This design comes from an exercise in tuning for small area, a short achievable clock period and few clock cycles on the open sky130 flow, not from production work. Function was checked by simulation only, so behaviour that the tests miss may differ from the original. Power figures rest on the tool's default switching activity, not on a simulated workload.

## hl_rx_core
module hl_rx_core (
    input  wire        clk,
    input  wire        rst,           
    input  wire        cmd_valid,
    input  wire [31:0] cmd_word,
    output wire        cmd_ready,
    output reg         rsp_valid,
    output reg  [7:0]  rsp_status,
    output reg  [31:0] rsp_value,
    output reg  [7:0]  rsp_flags,
    output reg         frm_valid,
    output reg  [7:0]  frm_data
);
    localparam [7:0] OP_CRC_INIT    = 8'h01;
    localparam [7:0] OP_CRC_FEED    = 8'h02;
    localparam [7:0] OP_CRC_READ    = 8'h03;
    localparam [7:0] OP_RX_START    = 8'h20;
    localparam [7:0] OP_RX_APPEND   = 8'h21;
    localparam [7:0] OP_RX_SCAN     = 8'h22;
    localparam [7:0] OP_STATUS_READ = 8'h30;
    localparam [7:0] ST_OK          = 8'd0;
    localparam [7:0] ST_RX_OVERFLOW = 8'd6;
    localparam [7:0] ST_ILLEGAL_OP  = 8'd7;
    localparam [7:0] ST_RX_DONE     = 8'd9;
    function [15:0] crc_byte;
        input [15:0] r;
        input [7:0]  b;
        integer k;
        reg [15:0] c;
        reg [7:0]  d;
        begin
            c = r;
            d = b;
            for (k = 0; k < 8; k = k + 1) begin
                if ((c[0] ^ d[0]) == 1'b1)
                    c = (c >> 1) ^ 16'hA001;
                else
                    c = c >> 1;
                d = d >> 1;
            end
            crc_byte = c;
        end
    endfunction
    function [15:0] crc_drop;
        input [7:0] b;
        begin
            crc_drop = {8'h00, b} << 4 ^ {8'h00, b} << 6 ^ {8'h00, b} << 7;
        end
    endfunction
    reg [15:0] crc_reg;
    reg [8:0]  len;                  
    reg        loop_mode;
    reg        found;
    reg        done;
    reg        rxf_present;
    reg [9:1]  err_sticky;
    reg [7:0]  bank0 [0:127];
    reg [7:0]  bank1 [0:127];
    reg        act;                  
    reg [6:0]  und;                  
    reg [15:0] rcrc;                 
    reg [1:0]  nfr;                  
    reg [7:0]  pdisc;                
    reg [7:0]  stg;                  
    reg        app_p;                
    reg        feed_p;               
    reg        p_start;              
    reg        p_scan;               
    reg        p_scanf;              
  ...
export LEC_CHECK = 0
export CAP_MARGIN = 50
export CORE_MARGIN = 2
export CORE_UTILIZATION = 65
export CTS_CLUSTER_DIAMETER = 100
export CTS_CLUSTER_SIZE = 30
export PLACE_DENSITY = 0.75
export SLEW_MARGIN = 70
create_clock -name core_clock -period 10.0 [get_ports {clk}]
standard.sh (not shown) runs the stock make flow with config.mk's settings and CLKGATE_MAP_FILE= SYNTH_SCRIPT=/design/flow/synth_recipe.tcl, a recipe that flattens the netlist after the stock synthesis.
==> flow/flow/run.sh <==
#!/bin/bash
set -euo pipefail
bash standard.sh SETUP_SLACK_MARGIN=6.8 'BUFFER_PORTS_ARGS=-buffer_cell sky130_fd_sc_hd__buf_4' finish > standard.log 2>&1
The starting point ran to the end with no violations.
Testbench counts at the start, summed over its fixed seeds: cycles 51,888.
Next try:
==> flow/run.sh (new file) <==
#!/bin/bash
# synth_recipe.tcl (not shown) runs the flow's synth.tcl, then flattens the netlist and writes it again
# the make line also repeats each setting of config.mk as NAME=value (left out here)
make -C /OpenROAD-flow-scripts/flow DESIGN_CONFIG=/design/flow/config.mk WORK_HOME=/design/flow/orfs CLKGATE_MAP_FILE= SYNTH_SCRIPT=/design/flow/synth_recipe.tcl finish
CORE_UTILIZATION = 60   (was 65)
PLACE_DENSITY = 0.7   (was 0.75)
SETUP_SLACK_MARGIN = 5   (was not set)
removed: flow/flow/run.sh
removed: flow/standard.sh
Power stays flat.
Worst setup slack is worse by 0.72 ns.
Sequential share of layout area rose by 0.15 points.
Via count drops by 2.2%.
Sequential power is about the same.
Next try:
==> flow/flow/run.sh (new file) <==
#!/bin/bash
set -euo pipefail
bash standard.sh SETUP_SLACK_MARGIN=7.0 'BUFFER_PORTS_ARGS=-buffer_cell sky130_fd_sc_hd__buf_4' finish > standard.log 2>&1
==> flow/standard.sh (new file) <==
#!/bin/bash
# synth_recipe.tcl (not shown) runs the flow's synth.tcl, then flattens the netlist and writes it again
# the make line also repeats each setting of config.mk as NAME=value (left out here)
make -C /OpenROAD-flow-scripts/flow DESIGN_CONFIG=/design/flow/config.mk WORK_HOME=/design/flow/orfs CLKGATE_MAP_FILE= SYNTH_SCRIPT=/design/flow/synth_recipe.tcl "${@:-finish}"
SETUP_SLACK_MARGIN = not set   (was 5)
removed: flow/run.sh
Result: Clock power went down by about 2%. Final area went up by 1.1%. Total power went down by 0.52%. Wire length went up by 2.3%.
Next try:
==> flow/flow/run.sh (replaced) <==
#!/bin/bash
set -euo pipefail
bash standard.sh SETUP_SLACK_MARGIN=6.8 'BUFFER_PORTS_ARGS=-buffer_cell sky130_fd_sc_hd__buf_4' finish > standard.log 2>&1
Total power hardly moves.
Synthesized area is unchanged.
Design area goes down by 0.75%.
Die area does not change.
Sequential power is about the same.
Fmax goes up by 1.4%.
First-iteration DRC count goes up by 2.5%.
Clock power is about the same.
Synthesized cell count is unchanged.

## re-timing with driven ports
How much do the figures lean on ideal ports? The routed layouts below were timed once more, with nothing changed but the port constraints.
Step 1 (the two cells are an assumption about what drives the block):
set clk [get_ports {clk}]
set_driving_cell -lib_cell sky130_fd_sc_hd__clkbuf_16 $clk
set_driving_cell -lib_cell sky130_fd_sc_hd__buf_2 [delete_from_list [all_inputs] $clk]
Step 2 also shifts input and output timing later by t, the mid clock arrival at the registers, as if the neighbouring blocks saw the same clock.
Slacks: no drivers / after step 1 / after step 2; pairs: no drivers / after step 1.
| run | shift t [ns] | setup WS [ns] | slew at the worst register clock pin (ns) | worst data-port slew with drivers (ns) |
|---|---|---|---|---|
| the first run | 0.776 | 6.740 / 6.664 / 6.114 | 0.12 / 0.12 | 0.05 |
| the second run | 0.768 | 6.020 / 5.945 / 5.345 | 0.12 / 0.12 | 0.05 |
| the third run | 0.756 | 6.722 / 6.697 / 6.006 | 0.11 / 0.11 | 0.05 |
| the fourth run | 0.755 | 6.768 / 6.696 / 6.054 | 0.12 / 0.12 | 0.06 |
After both steps every run listed still meets setup and hold. For the third run, which loses most, drivers alone change the setup slack by -0.025 ns; drivers and shift together by -0.716 ns.
